Source: an optimization exercise on an open RTL-to-GDS flow (aim: small area, a short achievable clock period and few clock cycles per item). Production flows keep margins and buffers that such runs may drop.
Only simulation tests tie the RTL to the original design; equivalence was not proved.
Power and IR drop assume default switching activity.

[flow/constraint.sdc]
create_clock -name core_clock -period 33.0 [get_ports {clk}]
set_input_delay 6.6000 -clock core_clock [delete_from_list [all_inputs] [get_ports {clk}]]
set_output_delay 6.6000 -clock core_clock [all_outputs]
set_load 0.01 [all_outputs]
[flow/run.sh]
#!/bin/bash
# synth_recipe.tcl (not shown) runs the flow's synth.tcl, then flattens the netlist and writes it again
# the make line also repeats each setting of config.mk as NAME=value (left out here)
make -C /OpenROAD-flow-scripts/flow DESIGN_CONFIG=/design/flow/config.mk WORK_HOME=/design/flow/orfs CLKGATE_MAP_FILE= SYNTH_SCRIPT=/design/flow/synth_recipe.tcl finish
[flow/design.v]
module pga16_mac (
    input  wire [7:0]  b,
    input  wire        hi,
    input  wire [23:0] m,
    input  wire [23:0] acc,
    output wire [31:0] sum
);
    wire pp0_0 = b[0] & m[0];
    wire pp0_1 = b[0] & m[1];
    wire pp0_2 = b[0] & m[2];
    wire pp0_3 = b[0] & m[3];
    wire pp0_4 = b[0] & m[4];
    wire pp0_5 = b[0] & m[5];
    wire pp0_6 = b[0] & m[6];
    wire pp0_7 = b[0] & m[7];
    wire pp0_8 = b[0] & m[8];
    wire pp0_9 = b[0] & m[9];
    wire pp0_10 = b[0] & m[10];
    wire pp0_11 = b[0] & m[11];
    wire pp0_12 = b[0] & m[12];
    wire pp0_13 = b[0] & m[13];
    wire pp0_14 = b[0] & m[14];
    wire pp0_15 = b[0] & m[15];
    wire pp0_16 = b[0] & m[16];
    wire pp0_17 = b[0] & m[17];
    wire pp0_18 = b[0] & m[18];
    wire pp0_19 = b[0] & m[19];
    wire pp0_20 = b[0] & m[20];
    wire pp0_21 = b[0] & m[21];
    wire pp0_22 = b[0] & m[22];
    wire pp0_23 = b[0] & m[23];
    wire pp1_0 = b[1] & m[0];
    wire pp1_1 = b[1] & m[1];
    wire pp1_2 = b[1] & m[2];
    wire pp1_3 = b[1] & m[3];
    wire pp1_4 = b[1] & m[4];
    wire pp1_5 = b[1] & m[5];
    wire pp1_6 = b[1] & m[6];
    wire pp1_7 = b[1] & m[7];
    wire pp1_8 = b[1] & m[8];
    wire pp1_9 = b[1] & m[9];
    wire pp1_10 = b[1] & m[10];
    wire pp1_11 = b[1] & m[11];
    wire pp1_12 = b[1] & m[12];
    wire pp1_13 = b[1] & m[13];
    wire pp1_14 = b[1] & m[14];
    wire pp1_15 = b[1] & m[15];
    wire pp1_16 = b[1] & m[16];
    wire pp1_17 = b[1] & m[17];
    wire pp1_18 = b[1] & m[18];
    wire pp1_19 = b[1] & m[19];
    wire pp1_20 = b[1] & m[20];
    wire pp1_21 = b[1] & m[21];
    wire pp1_22 = b[1] & m[22];
    wire pp1_23 = b[1] & m[23];
    wire pp2_0 = b[2] & m[0];
    wire pp2_1 = b[2] & m[1];
    wire pp2_2 = b[2] & m[2];
    wire pp2_3 = b[2] & m[3];
    wire pp2_4 = b[2] & m[4];
    wire pp2_5 = b[2] & m[5];
    wire pp2_6 = b[2] & m[6];
    wire pp2_7 = b[2] & m[7];
    wire pp2_8 = b[2] & m[8];
    wire pp2_9 = b[2] & m[9];
    wire pp2_10 = b[2] & m[10];
    wire pp2_11 = b[2] & m[11];
    wire pp2_12 = b[2] & m[12];
    wire pp2_13 = b[2] & m[13];
    wire pp2_14 = b[2] & m[14];
    wire pp2_15 = b[2] & m[15];
    wire pp2_16 = b[2] & m[16];
    wire pp2_17 = b[2] & m[17];
    wire pp2_18 = b[2] & m[18];
    wire pp2_19 = b[2] & m[19];
    wire pp2_20 = b[2] & m[20];
    wire pp2_21 = b[2] & m[21];
    wire pp2_22 = b[2] & m[22];
    wire pp2_23 = b[2] & m[23];
    wire pp3_0 = b[3] & m[0];
    wire pp3_1 = b[3] & m[1];
    wire pp3_2 = b[3] & m[2];
    wire pp3_3 = b[3] & m[3];
    wire pp3_4 = b[3] & m[4];
    wire pp3_5 = b[3] & m[5];
    wire pp3_6 = b[3] & m[6];
    wire pp3_7 = b[3] & m[7];
    wire pp3_8 = b[3] & m[8];
    wire pp3_9 = b[3] & m[9];
    wire pp3_10 = b[3] & m[10];
    wire pp3_11 = b[3] & m[11];
    wire pp3_12 = b[3] & m[12];
    wire pp3_13 = b[3] & m[13];
    wire pp3_14 = b[3] & m[14];
    wire pp3_15 = b[3] & m[15];
    wire pp3_16 = b[3] & m[16];
    wire pp3_17 = b[3] & m[17];
    wire pp3_18 = b[3] & m[18];
    wire pp3_19 = b[3] & m[19];
    wire pp3_20 = b[3] & m[20];
    wire pp3_21 = b[3] & m[21];
    wire pp3_22 = b[3] & m[22];
    wire pp3_23 = b[3] & m[23];
    wire pp4_0 = b[4] & m[0];
    wire pp4_1 = b[4] & m[1];
    wire pp4_2 = b[4] & m[2];
    wire pp4_3 = b[4] & m[3];
    wire pp4_4 = b[4] & m[4];
    wire pp4_5 = b[4] & m[5];
    wire pp4_6 = b[4] & m[6];
    wire pp4_7 = b[4] & m[7];
    wire pp4_8 = b[4] & m[8];
    wire pp4_9 = b[4] & m[9];
    wire pp4_10 = b[4] & m[10];
    wire pp4_11 = b[4] & m[11];
    wire pp4_12 = b[4] & m[12];
    wire pp4_13 = b[4] & m[13];
    wire pp4_14 = b[4] & m[14];
    wire pp4_15 = b[4] & m[15];
    wire pp4_16 = b[4] & m[16];
    wire pp4_17 = b[4] & m[17];
    wire pp4_18 = b[4] & m[18];
    wire pp4_19 = b[4] & m[19];
    wire pp4_20 = b[4] & m[20];
    wire pp4_21 = b[4] & m[21];
    wire pp4_22 = b[4] & m[22];
    wire pp4_23 = b[4] & m[23];
    wire pp5_0 = b[5] & m[0];
    wire pp5_1 = b[5] & m[1];
    wire pp5_2 = b[5] & m[2];
    wire pp5_3 = b[5] & m[3];
    wire pp5_4 = b[5] & m[4];
    wire pp5_5 = b[5] & m[5];
    wire pp5_6 = b[5] & m[6];
    wire pp5_7 = b[5] & m[7];
    wire pp5_8 = b[5] & m[8];
    wire pp5_9 = b[5] & m[9];
    wire pp5_10 = b[5] & m[10];
    wire pp5_11 = b[5] & m[11];
    wire pp5_12 = b[5] & m[12];
    wire pp5_13 = b[5] & m[13];
    wire pp5_14 = b[5] & m[14];
    wire pp5_15 = b[5] & m[15];
    wire pp5_16 = b[5] & m[16];
    wire pp5_17 = b[5] & m[17];
    wire pp5_18 = b[5] & m[18];
    wire pp5_19 = b[5] & m[19];
    wire pp5_20 = b[5] & m[20];
    wire pp5_21 = b[5] & m[21];
    wire pp5_22 = b[5] & m[22];
    wire pp5_23 = b[5] & m[23];
    wire pp6_0 = b[6] & m[0];
    wire pp6_1 = b[6] & m[1];
    wire pp6_2 = b[6] & m[2];
    wire pp6_3 = b[6] & m[3];
    wire pp6_4 = b[6] & m[4];
    wire pp6_5 = b[6] & m[5];
    wire pp6_6 = b[6] & m[6];
    wire pp6_7 = b[6] & m[7];
    wire pp6_8 = b[6] & m[8];
    wire pp6_9 = b[6] & m[9];
    wire pp6_10 = b[6] & m[10];
    wire pp6_11 = b[6] & m[11];
    wire pp6_12 = b[6] & m[12];
    wire pp6_13 = b[6] & m[13];
    wire pp6_14 = b[6] & m[14];
    wire pp6_15 = b[6] & m[15];
    wire pp6_16 = b[6] & m[16];
    wire pp6_17 = b[6] & m[17];
    wire pp6_18 = b[6] & m[18];
    wire pp6_19 = b[6] & m[19];
    wire pp6_20 = b[6] & m[20];
    wire pp6_21 = b[6] & m[21];
    wire pp6_22 = b[6] & m[22];
    wire pp6_23 = b[6] & m[23];
    wire pp7_0 = b[7] & (m[0] ^ hi);
    wire pp7_1 = b[7] & (m[1] ^ hi);
    wire pp7_2 = b[7] & (m[2] ^ hi);
    wire pp7_3 = b[7] & (m[3] ^ hi);
    wire pp7_4 = b[7] & (m[4] ^ hi);
    wire pp7_5 = b[7] & (m[5] ^ hi);
    wire pp7_6 = b[7] & (m[6] ^ hi);
    wire pp7_7 = b[7] & (m[7] ^ hi);
    wire pp7_8 = b[7] & (m[8] ^ hi);
    wire pp7_9 = b[7] & (m[9] ^ hi);
    wire pp7_10 = b[7] & (m[10] ^ hi);
    wire pp7_11 = b[7] & (m[11] ^ hi);
    wire pp7_12 = b[7] & (m[12] ^ hi);
    wire pp7_13 = b[7] & (m[13] ^ hi);
    wire pp7_14 = b[7] & (m[14] ^ hi);
    wire pp7_15 = b[7] & (m[15] ^ hi);
    wire pp7_16 = b[7] & (m[16] ^ hi);
    wire pp7_17 = b[7] & (m[17] ^ hi);
    wire pp7_18 = b[7] & (m[18] ^ hi);
    wire pp7_19 = b[7] & (m[19] ^ hi);
    wire pp7_20 = b[7] & (m[20] ^ hi);
    wire pp7_21 = b[7] & (m[21] ^ hi);
    wire pp7_22 = b[7] & (m[22] ^ hi);
    wire pp7_23 = b[7] & (m[23] ^ hi);
    wire ng = b[7] & hi;
    wire s0, c0;
    pga16_ha u_s0 (.a(pp0_7), .b(pp1_6), .s(s0), .co(c0));
    wire s1, c1;
    pga16_ha u_s1 (.a(pp0_8), .b(pp1_7), .s(s1), .co(c1));
    wire s2, c2;
    pga16_ha u_s2 (.a(pp0_9), .b(pp1_8), .s(s2), .co(c2));
    wire s3, c3;
    pga16_ha u_s3 (.a(pp0_10), .b(pp1_9), .s(s3), .co(c3));
    wire s4, c4;
    pga16_ha u_s4 (.a(pp0_11), .b(pp1_10), .s(s4), .co(c4));
    wire s5, c5;
    pga16_ha u_s5 (.a(pp0_12), .b(pp1_11), .s(s5), .co(c5));
    wire s6, c6;
    pga16_ha u_s6 (.a(pp0_13), .b(pp1_12), .s(s6), .co(c6));
    wire s7, c7;
    pga16_ha u_s7 (.a(pp0_14), .b(pp1_13), .s(s7), .co(c7));
    wire s8, c8;
    pga16_ha u_s8 (.a(pp0_15), .b(pp1_14), .s(s8), .co(c8));
    wire s9, c9;
    pga16_ha u_s9 (.a(pp0_16), .b(pp1_15), .s(s9), .co(c9));
    wire s10, c10;
    pga16_ha u_s10 (.a(pp0_17), .b(pp1_16), .s(s10), .co(c10));
    wire s11, c11;
    pga16_ha u_s11 (.a(pp0_18), .b(pp1_17), .s(s11), .co(c11));
    wire s12, c12;
    pga16_ha u_s12 (.a(pp0_19), .b(pp1_18), .s(s12), .co(c12));
    wire s13, c13;
    pga16_ha u_s13 (.a(pp0_20), .b(pp1_19), .s(s13), .co(c13));
    wire s14, c14;
    pga16_ha u_s14 (.a(pp0_21), .b(pp1_20), .s(s14), .co(c14));
    wire s15, c15;
    pga16_ha u_s15 (.a(pp0_22), .b(pp1_21), .s(s15), .co(c15));
    wire s16, c16;
    pga16_ha u_s16 (.a(pp0_23), .b(pp1_22), .s(s16), .co(c16));
    wire s17, c17;
    pga16_ha u_s17 (.a(pp0_5), .b(pp1_4), .s(s17), .co(c17));
    wire s18, c18;
    pga16_fa u_s18 (.a(pp0_6), .b(pp1_5), .c(pp2_4), .s(s18), .co(c18));
    wire s19, c19;
    pga16_ha u_s19 (.a(pp3_3), .b(pp4_2), .s(s19), .co(c19));
    wire s20, c20;
    pga16_fa u_s20 (.a(s0), .b(pp2_5), .c(pp3_4), .s(s20), .co(c20));
    wire s21, c21;
    pga16_fa u_s21 (.a(pp4_3), .b(pp5_2), .c(pp6_1), .s(s21), .co(c21));
    wire s22, c22;
    pga16_ha u_s22 (.a(pp7_0), .b(ng), .s(s22), .co(c22));
    wire s23, c23;
    pga16_fa u_s23 (.a(c0), .b(s1), .c(pp2_6), .s(s23), .co(c23));
    wire s24, c24;
    pga16_fa u_s24 (.a(pp3_5), .b(pp4_4), .c(pp5_3), .s(s24), .co(c24));
    wire s25, c25;
    pga16_fa u_s25 (.a(pp6_2), .b(pp7_1), .c(acc[8]), .s(s25), .co(c25));
    wire s26, c26;
    pga16_fa u_s26 (.a(c1), .b(s2), .c(pp2_7), .s(s26), .co(c26));
    wire s27, c27;
    pga16_fa u_s27 (.a(pp3_6), .b(pp4_5), .c(pp5_4), .s(s27), .co(c27));
    wire s28, c28;
    pga16_fa u_s28 (.a(pp6_3), .b(pp7_2), .c(acc[9]), .s(s28), .co(c28));
    wire s29, c29;
    pga16_fa u_s29 (.a(c2), .b(s3), .c(pp2_8), .s(s29), .co(c29));
    wire s30, c30;
    pga16_fa u_s30 (.a(pp3_7), .b(pp4_6), .c(pp5_5), .s(s30), .co(c30));
    wire s31, c31;
    pga16_fa u_s31 (.a(pp6_4), .b(pp7_3), .c(acc[10]), .s(s31), .co(c31));
    wire s32, c32;
    pga16_fa u_s32 (.a(c3), .b(s4), .c(pp2_9), .s(s32), .co(c32));
    wire s33, c33;
    pga16_fa u_s33 (.a(pp3_8), .b(pp4_7), .c(pp5_6), .s(s33), .co(c33));
    wire s34, c34;
    pga16_fa u_s34 (.a(pp6_5), .b(pp7_4), .c(acc[11]), .s(s34), .co(c34));
    wire s35, c35;
    pga16_fa u_s35 (.a(c4), .b(s5), .c(pp2_10), .s(s35), .co(c35));
    wire s36, c36;
    pga16_fa u_s36 (.a(pp3_9), .b(pp4_8), .c(pp5_7), .s(s36), .co(c36));
    wire s37, c37;
    pga16_fa u_s37 (.a(pp6_6), .b(pp7_5), .c(acc[12]), .s(s37), .co(c37));
    wire s38, c38;
    pga16_fa u_s38 (.a(c5), .b(s6), .c(pp2_11), .s(s38), .co(c38));
    wire s39, c39;
    pga16_fa u_s39 (.a(pp3_10), .b(pp4_9), .c(pp5_8), .s(s39), .co(c39));
    wire s40, c40;
    pga16_fa u_s40 (.a(pp6_7), .b(pp7_6), .c(acc[13]), .s(s40), .co(c40));
    wire s41, c41;
    pga16_fa u_s41 (.a(c6), .b(s7), .c(pp2_12), .s(s41), .co(c41));
    wire s42, c42;
    pga16_fa u_s42 (.a(pp3_11), .b(pp4_10), .c(pp5_9), .s(s42), .co(c42));
    wire s43, c43;
    pga16_fa u_s43 (.a(pp6_8), .b(pp7_7), .c(acc[14]), .s(s43), .co(c43));
    wire s44, c44;
    pga16_fa u_s44 (.a(c7), .b(s8), .c(pp2_13), .s(s44), .co(c44));
    wire s45, c45;
    pga16_fa u_s45 (.a(pp3_12), .b(pp4_11), .c(pp5_10), .s(s45), .co(c45));
    wire s46, c46;
    pga16_fa u_s46 (.a(pp6_9), .b(pp7_8), .c(acc[15]), .s(s46), .co(c46));
    wire s47, c47;
    pga16_fa u_s47 (.a(c8), .b(s9), .c(pp2_14), .s(s47), .co(c47));
    wire s48, c48;
    pga16_fa u_s48 (.a(pp3_13), .b(pp4_12), .c(pp5_11), .s(s48), .co(c48));
    wire s49, c49;
    pga16_fa u_s49 (.a(pp6_10), .b(pp7_9), .c(acc[16]), .s(s49), .co(c49));
    wire s50, c50;
    pga16_fa u_s50 (.a(c9), .b(s10), .c(pp2_15), .s(s50), .co(c50));
    wire s51, c51;
    pga16_fa u_s51 (.a(pp3_14), .b(pp4_13), .c(pp5_12), .s(s51), .co(c51));
    wire s52, c52;
    pga16_fa u_s52 (.a(pp6_11), .b(pp7_10), .c(acc[17]), .s(s52), .co(c52));
    wire s53, c53;
    pga16_fa u_s53 (.a(c10), .b(s11), .c(pp2_16), .s(s53), .co(c53));
    wire s54, c54;
    pga16_fa u_s54 (.a(pp3_15), .b(pp4_14), .c(pp5_13), .s(s54), .co(c54));
    wire s55, c55;
    pga16_fa u_s55 (.a(pp6_12), .b(pp7_11), .c(acc[18]), .s(s55), .co(c55));
    wire s56, c56;
    pga16_fa u_s56 (.a(c11), .b(s12), .c(pp2_17), .s(s56), .co(c56));
    wire s57, c57;
    pga16_fa u_s57 (.a(pp3_16), .b(pp4_15), .c(pp5_14), .s(s57), .co(c57));
    wire s58, c58;
    pga16_fa u_s58 (.a(pp6_13), .b(pp7_12), .c(acc[19]), .s(s58), .co(c58));
    wire s59, c59;
    pga16_fa u_s59 (.a(c12), .b(s13), .c(pp2_18), .s(s59), .co(c59));
    wire s60, c60;
    pga16_fa u_s60 (.a(pp3_17), .b(pp4_16), .c(pp5_15), .s(s60), .co(c60));
    wire s61, c61;
    pga16_fa u_s61 (.a(pp6_14), .b(pp7_13), .c(acc[20]), .s(s61), .co(c61));
    wire s62, c62;
    pga16_fa u_s62 (.a(c13), .b(s14), .c(pp2_19), .s(s62), .co(c62));
    wire s63, c63;
    pga16_fa u_s63 (.a(pp3_18), .b(pp4_17), .c(pp5_16), .s(s63), .co(c63));
    wire s64, c64;
    pga16_fa u_s64 (.a(pp6_15), .b(pp7_14), .c(acc[21]), .s(s64), .co(c64));
    wire s65, c65;
    pga16_fa u_s65 (.a(c14), .b(s15), .c(pp2_20), .s(s65), .co(c65));
    wire s66, c66;
    pga16_fa u_s66 (.a(pp3_19), .b(pp4_18), .c(pp5_17), .s(s66), .co(c66));
    wire s67, c67;
    pga16_fa u_s67 (.a(pp6_16), .b(pp7_15), .c(acc[22]), .s(s67), .co(c67));
    wire s68, c68;
    pga16_fa u_s68 (.a(c15), .b(s16), .c(pp2_21), .s(s68), .co(c68));
    wire s69, c69;
    pga16_fa u_s69 (.a(pp3_20), .b(pp4_19), .c(pp5_18), .s(s69), .co(c69));
    wire s70, c70;
    pga16_fa u_s70 (.a(pp6_17), .b(pp7_16), .c(acc[23]), .s(s70), .co(c70));
    wire s71, c71;
    pga16_fa u_s71 (.a(c16), .b(pp1_23), .c(pp2_22), .s(s71), .co(c71));
    wire s72, c72;
    pga16_fa u_s72 (.a(pp3_21), .b(pp4_20), .c(pp5_19), .s(s72), .co(c72));
    wire s73, c73;
    pga16_ha u_s73 (.a(pp6_18), .b(pp7_17), .s(s73), .co(c73));
    wire s74, c74;
    pga16_fa u_s74 (.a(pp2_23), .b(pp3_22), .c(pp4_21), .s(s74), .co(c74));
    wire s75, c75;
    pga16_ha u_s75 (.a(pp5_20), .b(pp6_19), .s(s75), .co(c75));
    wire s76, c76;
    pga16_ha u_s76 (.a(pp3_23), .b(pp4_22), .s(s76), .co(c76));
    wire s77, c77;
    pga16_ha u_s77 (.a(pp0_3), .b(pp1_2), .s(s77), .co(c77));
    wire s78, c78;
    pga16_fa u_s78 (.a(pp0_4), .b(pp1_3), .c(pp2_2), .s(s78), .co(c78));
    wire s79, c79;
    pga16_ha u_s79 (.a(pp3_1), .b(pp4_0), .s(s79), .co(c79));
    wire s80, c80;
    pga16_fa u_s80 (.a(s17), .b(pp2_3), .c(pp3_2), .s(s80), .co(c80));
    wire s81, c81;
    pga16_fa u_s81 (.a(pp4_1), .b(pp5_0), .c(acc[5]), .s(s81), .co(c81));
    wire s82, c82;
    pga16_fa u_s82 (.a(c17), .b(s18), .c(s19), .s(s82), .co(c82));
    wire s83, c83;
    pga16_fa u_s83 (.a(pp5_1), .b(pp6_0), .c(acc[6]), .s(s83), .co(c83));
    wire s84, c84;
    pga16_fa u_s84 (.a(c18), .b(c19), .c(s20), .s(s84), .co(c84));
    wire s85, c85;
    pga16_fa u_s85 (.a(s21), .b(s22), .c(acc[7]), .s(s85), .co(c85));
    wire s86, c86;
    pga16_fa u_s86 (.a(c20), .b(c21), .c(c22), .s(s86), .co(c86));
    wire s87, c87;
    pga16_fa u_s87 (.a(s23), .b(s24), .c(s25), .s(s87), .co(c87));
    wire s88, c88;
    pga16_fa u_s88 (.a(c23), .b(c24), .c(c25), .s(s88), .co(c88));
    wire s89, c89;
    pga16_fa u_s89 (.a(s26), .b(s27), .c(s28), .s(s89), .co(c89));
    wire s90, c90;
    pga16_fa u_s90 (.a(c26), .b(c27), .c(c28), .s(s90), .co(c90));
    wire s91, c91;
    pga16_fa u_s91 (.a(s29), .b(s30), .c(s31), .s(s91), .co(c91));
    wire s92, c92;
    pga16_fa u_s92 (.a(c29), .b(c30), .c(c31), .s(s92), .co(c92));
    wire s93, c93;
    pga16_fa u_s93 (.a(s32), .b(s33), .c(s34), .s(s93), .co(c93));
    wire s94, c94;
    pga16_fa u_s94 (.a(c32), .b(c33), .c(c34), .s(s94), .co(c94));
    wire s95, c95;
    pga16_fa u_s95 (.a(s35), .b(s36), .c(s37), .s(s95), .co(c95));
    wire s96, c96;
    pga16_fa u_s96 (.a(c35), .b(c36), .c(c37), .s(s96), .co(c96));
    wire s97, c97;
    pga16_fa u_s97 (.a(s38), .b(s39), .c(s40), .s(s97), .co(c97));
    wire s98, c98;
    pga16_fa u_s98 (.a(c38), .b(c39), .c(c40), .s(s98), .co(c98));
    wire s99, c99;
    pga16_fa u_s99 (.a(s41), .b(s42), .c(s43), .s(s99), .co(c99));
    wire s100, c100;
    pga16_fa u_s100 (.a(c41), .b(c42), .c(c43), .s(s100), .co(c100));
    wire s101, c101;
    pga16_fa u_s101 (.a(s44), .b(s45), .c(s46), .s(s101), .co(c101));
    wire s102, c102;
    pga16_fa u_s102 (.a(c44), .b(c45), .c(c46), .s(s102), .co(c102));
    wire s103, c103;
    pga16_fa u_s103 (.a(s47), .b(s48), .c(s49), .s(s103), .co(c103));
    wire s104, c104;
    pga16_fa u_s104 (.a(c47), .b(c48), .c(c49), .s(s104), .co(c104));
    wire s105, c105;
    pga16_fa u_s105 (.a(s50), .b(s51), .c(s52), .s(s105), .co(c105));
    wire s106, c106;
    pga16_fa u_s106 (.a(c50), .b(c51), .c(c52), .s(s106), .co(c106));
    wire s107, c107;
    pga16_fa u_s107 (.a(s53), .b(s54), .c(s55), .s(s107), .co(c107));
    wire s108, c108;
    pga16_fa u_s108 (.a(c53), .b(c54), .c(c55), .s(s108), .co(c108));
    wire s109, c109;
    pga16_fa u_s109 (.a(s56), .b(s57), .c(s58), .s(s109), .co(c109));
    wire s110, c110;
    pga16_fa u_s110 (.a(c56), .b(c57), .c(c58), .s(s110), .co(c110));
    wire s111, c111;
    pga16_fa u_s111 (.a(s59), .b(s60), .c(s61), .s(s111), .co(c111));
    wire s112, c112;
    pga16_fa u_s112 (.a(c59), .b(c60), .c(c61), .s(s112), .co(c112));
    wire s113, c113;
    pga16_fa u_s113 (.a(s62), .b(s63), .c(s64), .s(s113), .co(c113));
    wire s114, c114;
    pga16_fa u_s114 (.a(c62), .b(c63), .c(c64), .s(s114), .co(c114));
    wire s115, c115;
    pga16_fa u_s115 (.a(s65), .b(s66), .c(s67), .s(s115), .co(c115));
    wire s116, c116;
    pga16_fa u_s116 (.a(c65), .b(c66), .c(c67), .s(s116), .co(c116));
    wire s117, c117;
    pga16_fa u_s117 (.a(s68), .b(s69), .c(s70), .s(s117), .co(c117));
    wire s118, c118;
    pga16_fa u_s118 (.a(c68), .b(c69), .c(c70), .s(s118), .co(c118));
    wire s119, c119;
    pga16_fa u_s119 (.a(s71), .b(s72), .c(s73), .s(s119), .co(c119));
    wire s120, c120;
    pga16_fa u_s120 (.a(c71), .b(c72), .c(c73), .s(s120), .co(c120));
    wire s121, c121;
    pga16_fa u_s121 (.a(s74), .b(s75), .c(pp7_18), .s(s121), .co(c121));
    wire s122, c122;
    pga16_fa u_s122 (.a(c74), .b(c75), .c(s76), .s(s122), .co(c122));
    wire s123, c123;
    pga16_fa u_s123 (.a(pp5_21), .b(pp6_20), .c(pp7_19), .s(s123), .co(c123));
    wire s124, c124;
    pga16_fa u_s124 (.a(c76), .b(pp4_23), .c(pp5_22), .s(s124), .co(c124));
    wire s125, c125;
    pga16_ha u_s125 (.a(pp6_21), .b(pp7_20), .s(s125), .co(c125));
    wire s126, c126;
    pga16_ha u_s126 (.a(pp5_23), .b(pp6_22), .s(s126), .co(c126));
    wire s127, c127;
    pga16_ha u_s127 (.a(pp0_2), .b(pp1_1), .s(s127), .co(c127));
    wire s128, c128;
    pga16_fa u_s128 (.a(s77), .b(pp2_1), .c(pp3_0), .s(s128), .co(c128));
    wire s129, c129;
    pga16_fa u_s129 (.a(c77), .b(s78), .c(s79), .s(s129), .co(c129));
    wire s130, c130;
    pga16_fa u_s130 (.a(c78), .b(c79), .c(s80), .s(s130), .co(c130));
    wire s131, c131;
    pga16_fa u_s131 (.a(c80), .b(c81), .c(s82), .s(s131), .co(c131));
    wire s132, c132;
    pga16_fa u_s132 (.a(c82), .b(c83), .c(s84), .s(s132), .co(c132));
    wire s133, c133;
    pga16_fa u_s133 (.a(c84), .b(c85), .c(s86), .s(s133), .co(c133));
    wire s134, c134;
    pga16_fa u_s134 (.a(c86), .b(c87), .c(s88), .s(s134), .co(c134));
    wire s135, c135;
    pga16_fa u_s135 (.a(c88), .b(c89), .c(s90), .s(s135), .co(c135));
    wire s136, c136;
    pga16_fa u_s136 (.a(c90), .b(c91), .c(s92), .s(s136), .co(c136));
    wire s137, c137;
    pga16_fa u_s137 (.a(c92), .b(c93), .c(s94), .s(s137), .co(c137));
    wire s138, c138;
    pga16_fa u_s138 (.a(c94), .b(c95), .c(s96), .s(s138), .co(c138));
    wire s139, c139;
    pga16_fa u_s139 (.a(c96), .b(c97), .c(s98), .s(s139), .co(c139));
    wire s140, c140;
    pga16_fa u_s140 (.a(c98), .b(c99), .c(s100), .s(s140), .co(c140));
    wire s141, c141;
    pga16_fa u_s141 (.a(c100), .b(c101), .c(s102), .s(s141), .co(c141));
    wire s142, c142;
    pga16_fa u_s142 (.a(c102), .b(c103), .c(s104), .s(s142), .co(c142));
    wire s143, c143;
    pga16_fa u_s143 (.a(c104), .b(c105), .c(s106), .s(s143), .co(c143));
    wire s144, c144;
    pga16_fa u_s144 (.a(c106), .b(c107), .c(s108), .s(s144), .co(c144));
    wire s145, c145;
    pga16_fa u_s145 (.a(c108), .b(c109), .c(s110), .s(s145), .co(c145));
    wire s146, c146;
    pga16_fa u_s146 (.a(c110), .b(c111), .c(s112), .s(s146), .co(c146));
    wire s147, c147;
    pga16_fa u_s147 (.a(c112), .b(c113), .c(s114), .s(s147), .co(c147));
    wire s148, c148;
    pga16_fa u_s148 (.a(c114), .b(c115), .c(s116), .s(s148), .co(c148));
    wire s149, c149;
    pga16_fa u_s149 (.a(c116), .b(c117), .c(s118), .s(s149), .co(c149));
    wire s150, c150;
    pga16_fa u_s150 (.a(c118), .b(c119), .c(s120), .s(s150), .co(c150));
    wire s151, c151;
    pga16_fa u_s151 (.a(c120), .b(c121), .c(s122), .s(s151), .co(c151));
    wire s152, c152;
    pga16_fa u_s152 (.a(c122), .b(c123), .c(s124), .s(s152), .co(c152));
    wire s153, c153;
    pga16_fa u_s153 (.a(c124), .b(c125), .c(s126), .s(s153), .co(c153));
    wire s154, c154;
    pga16_ha u_s154 (.a(c126), .b(pp6_23), .s(s154), .co(c154));
    wire s155, c155;
    pga16_ha u_s155 (.a(pp0_1), .b(pp1_0), .s(s155), .co(c155));
    wire s156, c156;
    pga16_fa u_s156 (.a(s127), .b(pp2_0), .c(acc[2]), .s(s156), .co(c156));
    wire s157, c157;
    pga16_fa u_s157 (.a(c127), .b(s128), .c(acc[3]), .s(s157), .co(c157));
    wire s158, c158;
    pga16_fa u_s158 (.a(c128), .b(s129), .c(acc[4]), .s(s158), .co(c158));
    wire s159, c159;
    pga16_fa u_s159 (.a(c129), .b(s130), .c(s81), .s(s159), .co(c159));
    wire s160, c160;
    pga16_fa u_s160 (.a(c130), .b(s131), .c(s83), .s(s160), .co(c160));
    wire s161, c161;
    pga16_fa u_s161 (.a(c131), .b(s132), .c(s85), .s(s161), .co(c161));
    wire s162, c162;
    pga16_fa u_s162 (.a(c132), .b(s133), .c(s87), .s(s162), .co(c162));
    wire s163, c163;
    pga16_fa u_s163 (.a(c133), .b(s134), .c(s89), .s(s163), .co(c163));
    wire s164, c164;
    pga16_fa u_s164 (.a(c134), .b(s135), .c(s91), .s(s164), .co(c164));
    wire s165, c165;
    pga16_fa u_s165 (.a(c135), .b(s136), .c(s93), .s(s165), .co(c165));
    wire s166, c166;
    pga16_fa u_s166 (.a(c136), .b(s137), .c(s95), .s(s166), .co(c166));
    wire s167, c167;
    pga16_fa u_s167 (.a(c137), .b(s138), .c(s97), .s(s167), .co(c167));
    wire s168, c168;
    pga16_fa u_s168 (.a(c138), .b(s139), .c(s99), .s(s168), .co(c168));
    wire s169, c169;
    pga16_fa u_s169 (.a(c139), .b(s140), .c(s101), .s(s169), .co(c169));
    wire s170, c170;
    pga16_fa u_s170 (.a(c140), .b(s141), .c(s103), .s(s170), .co(c170));
    wire s171, c171;
    pga16_fa u_s171 (.a(c141), .b(s142), .c(s105), .s(s171), .co(c171));
    wire s172, c172;
    pga16_fa u_s172 (.a(c142), .b(s143), .c(s107), .s(s172), .co(c172));
    wire s173, c173;
    pga16_fa u_s173 (.a(c143), .b(s144), .c(s109), .s(s173), .co(c173));
    wire s174, c174;
    pga16_fa u_s174 (.a(c144), .b(s145), .c(s111), .s(s174), .co(c174));
    wire s175, c175;
    pga16_fa u_s175 (.a(c145), .b(s146), .c(s113), .s(s175), .co(c175));
    wire s176, c176;
    pga16_fa u_s176 (.a(c146), .b(s147), .c(s115), .s(s176), .co(c176));
    wire s177, c177;
    pga16_fa u_s177 (.a(c147), .b(s148), .c(s117), .s(s177), .co(c177));
    wire s178, c178;
    pga16_fa u_s178 (.a(c148), .b(s149), .c(s119), .s(s178), .co(c178));
    wire s179, c179;
    pga16_fa u_s179 (.a(c149), .b(s150), .c(s121), .s(s179), .co(c179));
    wire s180, c180;
    pga16_fa u_s180 (.a(c150), .b(s151), .c(s123), .s(s180), .co(c180));
    wire s181, c181;
    pga16_fa u_s181 (.a(c151), .b(s152), .c(s125), .s(s181), .co(c181));
    wire s182, c182;
    pga16_fa u_s182 (.a(c152), .b(s153), .c(pp7_21), .s(s182), .co(c182));
    wire s183, c183;
    pga16_fa u_s183 (.a(c153), .b(s154), .c(pp7_22), .s(s183), .co(c183));
    wire s184, c184;
    pga16_ha u_s184 (.a(c154), .b(pp7_23), .s(s184), .co(c184));
    wire [31:0] rx = {c184, c183, c182, c181, c180, c179, c178, c177, c176, c175, c174, c173, c172, c171, c170, c169, c168, c167, c166, c165, c164, c163, c162, c161, c160, c159, c158, c157, c156, c155, s155, pp0_0};
    wire [31:0] ry = {ng, s184, s183, s182, s181, s180, s179, s178, s177, s176, s175, s174, s173, s172, s171, s170, s169, s168, s167, s166, s165, s164, s163, s162, s161, s160, s159, s158, s157, s156, acc[1], acc[0]};
    wire [31:0] g0 = rx & ry;
    wire [31:0] p0 = rx ^ ry;
    wire bg0 = g0[1] | (p0[1] & g0[0]);
    wire bp0 = p0[1] & p0[0];
    wire bg1 = g0[3] | (p0[3] & g0[2]);
    wire bp1 = p0[3] & p0[2];
    wire bg2 = g0[5] | (p0[5] & g0[4]);
    wire bp2 = p0[5] & p0[4];
    wire bg3 = g0[7] | (p0[7] & g0[6]);
    wire bp3 = p0[7] & p0[6];
    wire bg4 = g0[9] | (p0[9] & g0[8]);
    wire bp4 = p0[9] & p0[8];
    wire bg5 = g0[11] | (p0[11] & g0[10]);
    wire bp5 = p0[11] & p0[10];
    wire bg6 = g0[13] | (p0[13] & g0[12]);
    wire bp6 = p0[13] & p0[12];
    wire bg7 = g0[15] | (p0[15] & g0[14]);
    wire bp7 = p0[15] & p0[14];
    wire bg8 = g0[17] | (p0[17] & g0[16]);
    wire bp8 = p0[17] & p0[16];
    wire bg9 = g0[19] | (p0[19] & g0[18]);
    wire bp9 = p0[19] & p0[18];
    wire bg10 = g0[21] | (p0[21] & g0[20]);
    wire bp10 = p0[21] & p0[20];
    wire bg11 = g0[23] | (p0[23] & g0[22]);
    wire bp11 = p0[23] & p0[22];
    wire bg12 = g0[25] | (p0[25] & g0[24]);
    wire bp12 = p0[25] & p0[24];
    wire bg13 = g0[27] | (p0[27] & g0[26]);
    wire bp13 = p0[27] & p0[26];
    wire bg14 = g0[29] | (p0[29] & g0[28]);
    wire bp14 = p0[29] & p0[28];
    wire bg15 = g0[31] | (p0[31] & g0[30]);
    wire bp15 = p0[31] & p0[30];
    wire bg16 = bg1 | (bp1 & bg0);
    wire bp16 = bp1 & bp0;
    wire bg17 = bg3 | (bp3 & bg2);
    wire bp17 = bp3 & bp2;
    wire bg18 = bg5 | (bp5 & bg4);
    wire bp18 = bp5 & bp4;
    wire bg19 = bg7 | (bp7 & bg6);
    wire bp19 = bp7 & bp6;
    wire bg20 = bg9 | (bp9 & bg8);
    wire bp20 = bp9 & bp8;
    wire bg21 = bg11 | (bp11 & bg10);
    wire bp21 = bp11 & bp10;
    wire bg22 = bg13 | (bp13 & bg12);
    wire bp22 = bp13 & bp12;
    wire bg23 = bg15 | (bp15 & bg14);
    wire bp23 = bp15 & bp14;
    wire bg24 = bg17 | (bp17 & bg16);
    wire bp24 = bp17 & bp16;
    wire bg25 = bg19 | (bp19 & bg18);
    wire bp25 = bp19 & bp18;
    wire bg26 = bg21 | (bp21 & bg20);
    wire bp26 = bp21 & bp20;
    wire bg27 = bg23 | (bp23 & bg22);
    wire bp27 = bp23 & bp22;
    wire bg28 = bg25 | (bp25 & bg24);
    wire bp28 = bp25 & bp24;
    wire bg29 = bg27 | (bp27 & bg26);
    wire bp29 = bp27 & bp26;
    wire bg30 = bg29 | (bp29 & bg28);
    wire bp30 = bp29 & bp28;
    wire bg31 = bg26 | (bp26 & bg28);
    wire bp31 = bp26 & bp28;
    wire bg32 = bg18 | (bp18 & bg24);
    wire bp32 = bp18 & bp24;
    wire bg33 = bg20 | (bp20 & bg28);
    wire bp33 = bp20 & bp28;
    wire bg34 = bg22 | (bp22 & bg31);
    wire bp34 = bp22 & bp31;
    wire bg35 = bg2 | (bp2 & bg16);
    wire bp35 = bp2 & bp16;
    wire bg36 = bg4 | (bp4 & bg24);
    wire bp36 = bp4 & bp24;
    wire bg37 = bg6 | (bp6 & bg32);
    wire bp37 = bp6 & bp32;
    wire bg38 = bg8 | (bp8 & bg28);
    wire bp38 = bp8 & bp28;
    wire bg39 = bg10 | (bp10 & bg33);
    wire bp39 = bp10 & bp33;
    wire bg40 = bg12 | (bp12 & bg31);
    wire bp40 = bp12 & bp31;
    wire bg41 = bg14 | (bp14 & bg34);
    wire bp41 = bp14 & bp34;
    wire bg42 = g0[2] | (p0[2] & bg0);
    wire bp42 = p0[2] & bp0;
    wire bg43 = g0[4] | (p0[4] & bg16);
    wire bp43 = p0[4] & bp16;
    wire bg44 = g0[6] | (p0[6] & bg35);
    wire bp44 = p0[6] & bp35;
    wire bg45 = g0[8] | (p0[8] & bg24);
    wire bp45 = p0[8] & bp24;
    wire bg46 = g0[10] | (p0[10] & bg36);
    wire bp46 = p0[10] & bp36;
    wire bg47 = g0[12] | (p0[12] & bg32);
    wire bp47 = p0[12] & bp32;
    wire bg48 = g0[14] | (p0[14] & bg37);
    wire bp48 = p0[14] & bp37;
    wire bg49 = g0[16] | (p0[16] & bg28);
    wire bp49 = p0[16] & bp28;
    wire bg50 = g0[18] | (p0[18] & bg38);
    wire bp50 = p0[18] & bp38;
    wire bg51 = g0[20] | (p0[20] & bg33);
    wire bp51 = p0[20] & bp33;
    wire bg52 = g0[22] | (p0[22] & bg39);
    wire bp52 = p0[22] & bp39;
    wire bg53 = g0[24] | (p0[24] & bg31);
    wire bp53 = p0[24] & bp31;
    wire bg54 = g0[26] | (p0[26] & bg40);
    wire bp54 = p0[26] & bp40;
    wire bg55 = g0[28] | (p0[28] & bg34);
    wire bp55 = p0[28] & bp34;
    wire bg56 = g0[30] | (p0[30] & bg41);
    wire bp56 = p0[30] & bp41;
    assign sum[0] = p0[0];
    assign sum[1] = p0[1] ^ g0[0];
    assign sum[2] = p0[2] ^ bg0;
    assign sum[3] = p0[3] ^ bg42;
    assign sum[4] = p0[4] ^ bg16;
    assign sum[5] = p0[5] ^ bg43;
    assign sum[6] = p0[6] ^ bg35;
    assign sum[7] = p0[7] ^ bg44;
    assign sum[8] = p0[8] ^ bg24;
    assign sum[9] = p0[9] ^ bg45;
    assign sum[10] = p0[10] ^ bg36;
    assign sum[11] = p0[11] ^ bg46;
    assign sum[12] = p0[12] ^ bg32;
    assign sum[13] = p0[13] ^ bg47;
    assign sum[14] = p0[14] ^ bg37;
    assign sum[15] = p0[15] ^ bg48;
    assign sum[16] = p0[16] ^ bg28;
    assign sum[17] = p0[17] ^ bg49;
    assign sum[18] = p0[18] ^ bg38;
    assign sum[19] = p0[19] ^ bg50;
    assign sum[20] = p0[20] ^ bg33;
    assign sum[21] = p0[21] ^ bg51;
    assign sum[22] = p0[22] ^ bg39;
    assign sum[23] = p0[23] ^ bg52;
    assign sum[24] = p0[24] ^ bg31;
    assign sum[25] = p0[25] ^ bg53;
    assign sum[26] = p0[26] ^ bg40;
    assign sum[27] = p0[27] ^ bg54;
    assign sum[28] = p0[28] ^ bg34;
    assign sum[29] = p0[29] ^ bg55;
    assign sum[30] = p0[30] ^ bg41;
    assign sum[31] = p0[31] ^ bg56;
endmodule
module pga16_fa (input wire a, input wire b, input wire c, output wire s, output wire co);
    assign s  = a ^ b ^ c;
    assign co = (a & b) | (c & (a | b));
endmodule
module pga16_ha (input wire a, input wire b, output wire s, output wire co);
    assign s  = a ^ b;
    assign co = a & b;
endmodule
module pga16_round (
    input  wire [39:0] p,        
    input  wire [5:0]  sh,       
    input  wire        hi,       
    output wire [7:0]  q
);
    wire [15:0] v = p[38:23] ^ {16{p[39]}};
    wire [15:0] mk;
    assign mk[15] = 1'b0;
    genvar i;
    generate
        for (i = 0; i < 15; i = i + 1) begin : g_mk
            assign mk[i] = mk[i+1] | v[i+1];
        end
    endgenerate
    wire [14:0] atg    = mk[14:0] & ~mk[15:1];        
    wire        guard  = |(atg & p[14:0]);
    wire        lsb    = |(atg & p[15:1]);
    wire        sticky = |(mk[14:1] & p[13:0]);
    wire        rup    = guard & (sticky | lsb);
    wire [39:0] qv = {p[39:15], p[14:0] | mk[14:0]};
    wire [39:0] c;                                   
    wire [4:0]  blk;                                 
    wire [5:0]  cb;
    assign cb[0] = rup;
    generate
        for (i = 0; i < 5; i = i + 1) begin : g_blk
            assign blk[i]  = &qv[8*i+7:8*i];
            assign cb[i+1] = cb[i] & blk[i];
            wire [7:0] pw;
            assign pw[0] = 1'b1;
            genvar j;
            for (j = 1; j < 8; j = j + 1) begin : g_pw
                assign pw[j] = pw[j-1] & qv[8*i+j-1];
            end
            assign c[8*i+7:8*i] = pw & {8{cb[i]}};
        end
    endgenerate
    wire [39:0] t  = qv ^ c;
    wire [39:0] tm = {t[39:15], t[14:0] & ~mk[14:0]};
    wire [70:0] e  = {{15{p[39]}}, tm, 16'd0};
    wire [5:0]  s8 = {sh[5:3] + {2'b00, hi}, sh[2:0]};
    wire [38:0] e5 = s8[5] ? e[70:32] : e[38:0];
    wire [22:0] e4 = s8[4] ? e5[38:16] : e5[22:0];
    wire [14:0] e3 = s8[3] ? e4[22:8] : e4[14:0];
    wire [10:0] e2 = s8[2] ? e3[14:4] : e3[10:0];
    wire [8:0]  e1 = s8[1] ? e2[10:2] : e2[8:0];
    assign q = s8[0] ? e1[8:1] : e1[7:0];
endmodule
module pga16 (
    input  wire        clk,
    input  wire        rst,           
    input  wire        host_we,
    input  wire [3:0]  host_addr,
    input  wire [31:0] host_wdata,
    output reg  [31:0] host_rdata,
    output wire        mem_valid,
    output wire        mem_we,
    output wire [31:0] mem_addr,
    output wire [7:0]  mem_wdata,
    input  wire        mem_ready,
    input  wire [7:0]  mem_rdata,
    input  wire        mem_err
);
    localparam RN_BUF_BASE = 4'd0;
    localparam RN_BUF_LEN  = 4'd1;
    localparam RN_GAIN     = 4'd2;
    localparam RN_CTRL     = 4'd3;
    localparam RN_CMD      = 4'd4;
    localparam RN_STATUS   = 4'd5;
    localparam RN_PROGRESS = 4'd6;
    localparam ERR_ILLEGAL_CMD = 3'd1;
    localparam ERR_NULL_BUFFER = 3'd2;
    localparam ERR_GAIN_INF    = 3'd3;
    localparam ERR_ADDR_RANGE  = 3'd4;
    localparam ERR_MEM_FAULT   = 3'd5;
    reg [31:0] buf_base;
    reg [31:0] buf_len;
    reg [31:0] gain;
    reg        buf_valid;
    reg        st_busy, st_done, st_err, st_odd;
    reg [2:0]  st_errcode;
    reg [30:0] idx;
    reg [31:0] ad;                    
    reg [30:0] w_nwin;
    reg        w_sg;                  
    reg [23:0] w_m;                   
    reg [5:0]  w_sh;                  
    reg        act;                   
    reg [1:0]  ph;                    
    reg [39:0] pr;                    
    always @* begin
        case (host_addr)
            RN_BUF_BASE: host_rdata = buf_base;
            RN_BUF_LEN:  host_rdata = buf_len;
            RN_GAIN:     host_rdata = gain;
            RN_CTRL:     host_rdata = {31'd0, buf_valid};
            RN_STATUS:   host_rdata = {24'd0, 1'b0, st_errcode, st_odd, st_err, st_done, st_busy};
            RN_PROGRESS: host_rdata = {1'b0, idx};
            default:     host_rdata = 32'd0;
        endcase
    end
    wire        cmd_wr    = host_we && (host_addr == RN_CMD) && !st_busy;
    wire        stat_wr   = host_we && (host_addr == RN_STATUS);
    wire        range_bad = over_2_32(buf_base, buf_len);
    reg  [2:0]  cmd_code;             
    always @* begin
        if (host_wdata != 32'h0000_0001)
            cmd_code = ERR_ILLEGAL_CMD;
        else if (!buf_valid)
            cmd_code = ERR_NULL_BUFFER;
        else if (gain[30:23] == 8'hFF)
            cmd_code = ERR_GAIN_INF;
        else if (range_bad)
            cmd_code = ERR_ADDR_RANGE;
        else
            cmd_code = 3'd0;
    end
    wire [7:0]  g_e  = gain[30:23];
    wire [7:0]  g_sh = 8'd166 - g_e;
    wire [5:0]  sh0  = (g_e < 8'd112) ? 6'd55 : (g_e >= 8'd166) ? 6'd0 : g_sh[5:0];
    function over_2_32(input [31:0] a, input [31:0] b);
        integer k;
        reg cy;
        begin
            cy = 1'b0;
            for (k = 1; k < 32; k = k + 1)
                cy = (~(a[k] ^ b[k]) & (a[k-1] | b[k-1])) |
                     (cy & (~(a[k] ^ b[k]) | a[k-1] | b[k-1]));
            over_2_32 = cy & (a[31] | b[31]);
        end
    endfunction
    function [31:0] step(input [31:0] a, input dn);
        integer k;
        reg t;
        begin
            t = 1'b1;
            for (k = 0; k < 32; k = k + 1) begin
                step[k] = a[k] ^ t;
                t = t & (a[k] ^ dn);
            end
        end
    endfunction
    function [30:0] inc31(input [30:0] a);
        integer k;
        reg t;
        begin
            t = 1'b1;
            for (k = 0; k < 31; k = k + 1) begin
                inc31[k] = a[k] ^ t;
                t = t & a[k];
            end
        end
    endfunction
    wire acc_ok = act && mem_ready;
    assign mem_valid = act;
    assign mem_we    = ph[1];
    assign mem_addr  = ad;
    wire [31:0] mac;
    pga16_mac u_mac (
        .b   (mem_rdata ^ {8{w_sg}}),
        .hi  (ph[0]),
        .m   (w_m),
        .acc (ph[0] ? pr[39:16] : (w_sg ? w_m : 24'd0)),
        .sum (mac)
    );
    pga16_round u_round (
        .p  (pr),
        .sh (w_sh),
        .hi (ph[0]),
        .q  (mem_wdata)
    );
    wire [30:0] idx_inc = inc31(idx);
    wire        last    = (idx_inc == w_nwin);
    always @(posedge clk) begin
        if (mem_ready && !ph[1])
            pr <= {mac, pr[15:8]};
    end
    always @(posedge clk) begin
        if (rst) begin
            buf_base   <= 32'd0;
            buf_len    <= 32'd0;
            gain       <= 32'h3F80_0000;
            buf_valid  <= 1'b0;
            st_busy    <= 1'b0;
            st_done    <= 1'b0;
            st_err     <= 1'b0;
            st_odd     <= 1'b0;
            st_errcode <= 3'd0;
            idx        <= 31'd0;
            act        <= 1'b0;
            ph         <= 2'd0;
        end else begin
            if (host_we) begin
                case (host_addr)
                    RN_BUF_BASE: buf_base  <= host_wdata;
                    RN_BUF_LEN:  buf_len   <= host_wdata;
                    RN_GAIN:     gain      <= host_wdata;
                    RN_CTRL:     buf_valid <= host_wdata[0];
                    default: ;
                endcase
            end
            if (stat_wr) begin
                if (host_wdata[1]) st_done <= 1'b0;
                if (host_wdata[2]) begin
                    st_err     <= 1'b0;
                    st_errcode <= 3'd0;
                end
                if (host_wdata[3]) st_odd <= 1'b0;
            end
            if (cmd_wr) begin
                st_done <= 1'b0;
                idx     <= 31'd0;
                if (cmd_code != 3'd0) begin
                    st_err     <= 1'b1;
                    st_errcode <= cmd_code;
                    st_odd     <= 1'b0;
                end else begin
                    st_err     <= 1'b0;
                    st_errcode <= 3'd0;
                    st_odd     <= buf_len[0];
                    st_busy    <= 1'b1;
                    ad         <= buf_base;
                    w_nwin     <= buf_len[31:1];
                    w_sg       <= gain[31];
                    w_m        <= {g_e != 8'd0, gain[22:0]};
                    w_sh       <= sh0;
                    act        <= (buf_len[31:1] != 31'd0);
                    ph         <= 2'd0;
                end
            end
            if (st_busy && !act) begin
                st_busy <= 1'b0;
                st_done <= 1'b1;
            end
            if (acc_ok) begin
                if (mem_err) begin
                    act        <= 1'b0;
                    st_busy    <= 1'b0;
                    st_err     <= 1'b1;
                    st_errcode <= ERR_MEM_FAULT;
                end else begin
                    ph <= ph + 2'd1;
                    ad <= step(ad, ph == 2'd1);
                    if (ph == 2'd3) begin
                        idx <= idx_inc;
                        if (last) begin
                            act     <= 1'b0;
                            st_busy <= 1'b0;
                            st_done <= 1'b1;
                        end
                    end
                end
            end
        end
    end
endmodule
[flow/config.mk]
export PLATFORM = sky130hd
export DESIGN_NAME = pga16
export DESIGN_NICKNAME = pga16
export VERILOG_FILES = /design/flow/design.v
export SDC_FILE = /design/flow/constraint.sdc
export NUM_CORES = 4
export LEC_CHECK = 0
export CAP_MARGIN = 20
export CORE_MARGIN = 2
export CORE_UTILIZATION = 40
export SLEW_MARGIN = 20
==> flow_summary.ini <==
[outcome]
status = complete, no violations

[synthesis]
synth_flop_cell = dfxtp_1
synth_xor_area_share_pct = 4.97
synth_edf_count = 134
synth_nets = 2991
synth-simple-area-share_pct = 19.9
ys_warn_count = 1
async_flop_share_pct = 0
synth-seq-cells = 272
synth-adder-area-share_pct = 21.7
yosysSeqAreaShare_pct = 29.2
synth.avg_cell_area_um2 = 8.80
synth_cell_types = 99
postSynthCellCount = 2641
netlist_area_mm2 = 0.0232
synth.area.mux_share_pct = 1.15
synth_compound_area_share_pct = 15.9
synth_top_family_by_area = adder cells

[sta]
setup_viol = 0
setup_tns_ns = 0
rsz0062_at_grt = no
hold_viol_final = 0
finalCritPeriodShare_pct = 48.0
relSlewSlack_pct = 34.9
drv_slew = 0
period_needed_ns = 15.84
skew_ns = 0.0263
clock.fmax_mhz = 63.2
hold_ws_ns = 0.472
tightest_slew_ns = 0.976
fin_ws_ns = 17.16

[setup_path]
cp-start-kind = input pin
crit_type = in2out
reg2reg_depth = 29
cp.required_ns = 26.40
crit_fanout = 19
r2r_start = w_sg$_DFFE_PP_
end_kind = output port
rrSetupSlack_ns = 25.06
timing.rr.end = pr[39]$_DFFE_PP_
critPathArrivalTime_ns = 9.24
crit_start = host_addr[0]

[drt]
drt-total-wl_mm = 75.6
drc = 0
vias = 20100
wl_per_cell_um = 21.9
drtIter0Drc = 1867
vias_per_cell = 5.81
ant_nets = 0
dr.pass1.iters = 7

[cells_and_area]
area_delta_synth_final_pct = 12.3
drive_gt1_share_pct = 5.43
final_core_util_pct = 45.3
num-nets-final = 3017
fillers = 5576

[placement]
gp_congestion = 0.948
io_buffers = 122
hpwl_mm = 56.5
dp_worst_setup_slack_ns = 17.23

[global_route]
top_usage_layer = met2
grt-ovfl-total = 0
grtUsageMet3_pct = 3.64
grt_usage_pct = 25.1
use_met1_pct = 33.5
grt_pass1_wl_mm = 117
grt_max_degree = 70
grt_pass1_vias = 20000
antenna_found_initial = 2
use_met2_pct = 41.4

[hold_path]
hp-class = reg2reg
whs_path_depth = 2
hp-start = buf_base[21]$_SDFFE_PP0P_
hold_end = buf_base[21]$_SDFFE_PP0P_

[clock_network]
hold_buffers = 0
cts_tree = done
clock_latency_ns = 0.60
clk_pin_slew_ns = 0.07
cts_setup_buffers = 0
cts_buffers = 29
clock-sinks = 272
clk_path_buf_depth = 3
ctsResizeCount = 0
root_buffer = clkbuf_16
ctsHtreeMaxLevel = 1

[pwr]
power_frac_clock_pct = 43.4
pwr-share-comb_pct = 11.0
p_per_area_mw_per_mm2 = 31.6
switchingPower_mw = 0.219
intPower_mw = 0.604
seqPwrFrac_pct = 45.6
power_leakage_nw = 10.1
swShare_pct = 26.6
vdd_drop_max_mv = 0.0429

[floorplanning]
rows = 88
coreArea_mm2 = 0.0576
fp.dieW_um = 245
fp.dieH_um = 245
dieArea_mm2 = 0.0600
io_pins = 123
initial_core_util_pct = 40.3

[flow_run]
drv_cap = 0
## layout by cell type (no fill, tap or decap), types with 9 or more instances in the layout
cell / count
xnor2_1: 57
nand2_1: 411
a32oi_1: 14
mux2i_1: 21
nand2b_1: 15
nor2_1: 150
nand3_1: 56
xor2_1: 70
nand3b_1: 9
inv_1: 251
a22oi_1: 66
a21o_1: 14
clkdlybuf4s50_1: 121
a222oi_1: 30
o211ai_1: 12
a211oi_1: 13
and2_1: 139
buf_4: 38
clkbuf_16: 30
o221ai_1: 9
or3_1: 14
dfxtp_1: 137
ha_1: 131
edfxtp_1: 134
nor4_1: 25
a21oi_1: 154
and3_1: 31
nor3_1: 37
a211o_1: 12
nand4_1: 24
fa_1: 170
o22ai_1: 21
nor2b_1: 15
o21ai_0: 67
## area by class of cell
type	instances	area (um2)	area share [%]
clock inverter	16	213	0.815
tap	765	957	3.67
timing repair buffer	159	1500	5.74
multi-input combinational	1952	14900	57.0
clock buffer	38	821	3.15
sequential	272	6790	26.0
antenna	1	2.50	0.00959
inverter	253	950	3.64
## cells by family after synthesis
family | Yosys count
xor+xnor | 131
buf+inv | 417
mux | 26
flops | 272
fa+ha+maj | 301
simple gates | 970
compound gates | 524
## flip-flops by register name (all words and copies together), names as in the netlist
register    cells
act             1
ad             32
buf_base       32
buf_len        32
buf_valid       1
gain           32
idx            31
ph              2
pr             40
st_busy         1
st_done         1
st_err          1
st_errcode      3
st_odd          1
w_m            24
w_nwin         31
w_sg            1
w_sh            6
## worst max-delay path by stage
stage | cells past startpoint | to | slack, ns
2_1_floorplan | 5 | host_rdata[1] | 18.52
6_report | 8 | host_rdata[11] | 17.16
5_1_grt | 8 | host_rdata[11] | 17.08
4_1_cts | 8 | host_rdata[10] | 17.22
3_3_place_gp | 8 | host_rdata[10] | 17.31
3_5_place_dp | 8 | host_rdata[10] | 17.23
## metrics by stage
| step | instances | area (um2) | total power, mW |
|---|---|---|---|
| after floorplan | 2641 | 23200 | 0.432 |
| after global placement | 3400 | 25000 | 0.470 |
| after detailed placement | 3400 | 25000 | 0.472 |
| after CTS | 3454 | 26100 | 0.826 |
| after global routing | 3456 | 26100 | 0.848 |
| final | 3456 | 26100 | 0.823 |
## worst max-delay path, stage by stage
cell and delay [ns]:
clkdlybuf4s50_1 0.56, inv_1 0.20, nand2_1 0.12, nor2_2 0.50
buf_4 0.39, a222oi_1 0.16, nand2_1 0.13, clkdlybuf4s50_1 0.55
## cells in the mapped netlist (all sizes together), types with 57 or more instances
| library cell | number | area, um2 |
|---|---|---|
| nor2 | 152 | 571 |
| ha | 131 | 1640 |
| xnor2 | 57 | 499 |
| edfxtp | 134 | 4020 |
| a21oi | 154 | 771 |
| dfxtp | 138 | 2760 |
| clkbuf | 130 | 507 |
| fa | 170 | 3400 |
| a22oi | 66 | 495 |
| inv | 252 | 946 |
| nand3 | 57 | 290 |
| o21ai | 74 | 374 |
| and2 | 142 | 888 |
| xor2 | 74 | 656 |
| nand2 | 412 | 1550 |
## routing by layer
layer	up-vias	wire length (um)
li1	9156	-
met1	9953	31900
met2	810	35200
met3	150	5560
met4	0	2910
met5	-	0
## power by group through the flow
stage	combinational, mW	clock, mW	sequential, mW
6_report	0.0902	0.357	0.376
5_1_grt	0.0984	0.373	0.376
4_1_cts	0.0894	0.361	0.375
3_5_place_dp	0.0889	0	0.383
3_3_place_gp	0.0877	0	0.382
2_1_floorplan	0.0570	0	0.375
Testbench counts, summed over its fixed seeds: cycles 36,384, windows 8,872.

what the ideal ports hide:
The flow's constraints put no driver on any port. The routed layout listed below was extracted and timed again, unchanged, in two steps. Step 1 assumes that a clkbuf_16 drives the clock port and a buf_2 every other input. Step 2 moves the port delays by t, midway between the first and last clock arrival at a register: inputs arrive t later, outputs are due t later. That takes back most of the time a late clock gives input paths. Slacks: ideal / step 1 / step 2; pairs: ideal / step 1.
shift t [ns]: 0.646
setup slack, ns: 17.165 / 17.104 / 17.104
clock arrival spread, ns: 0.030 / 0.030
worst data-port slew with drivers (ns): 0.08
After both steps setup and hold are still met in this run. For this run, drivers alone change the setup slack by -0.061 ns; drivers and shift together by -0.061 ns.
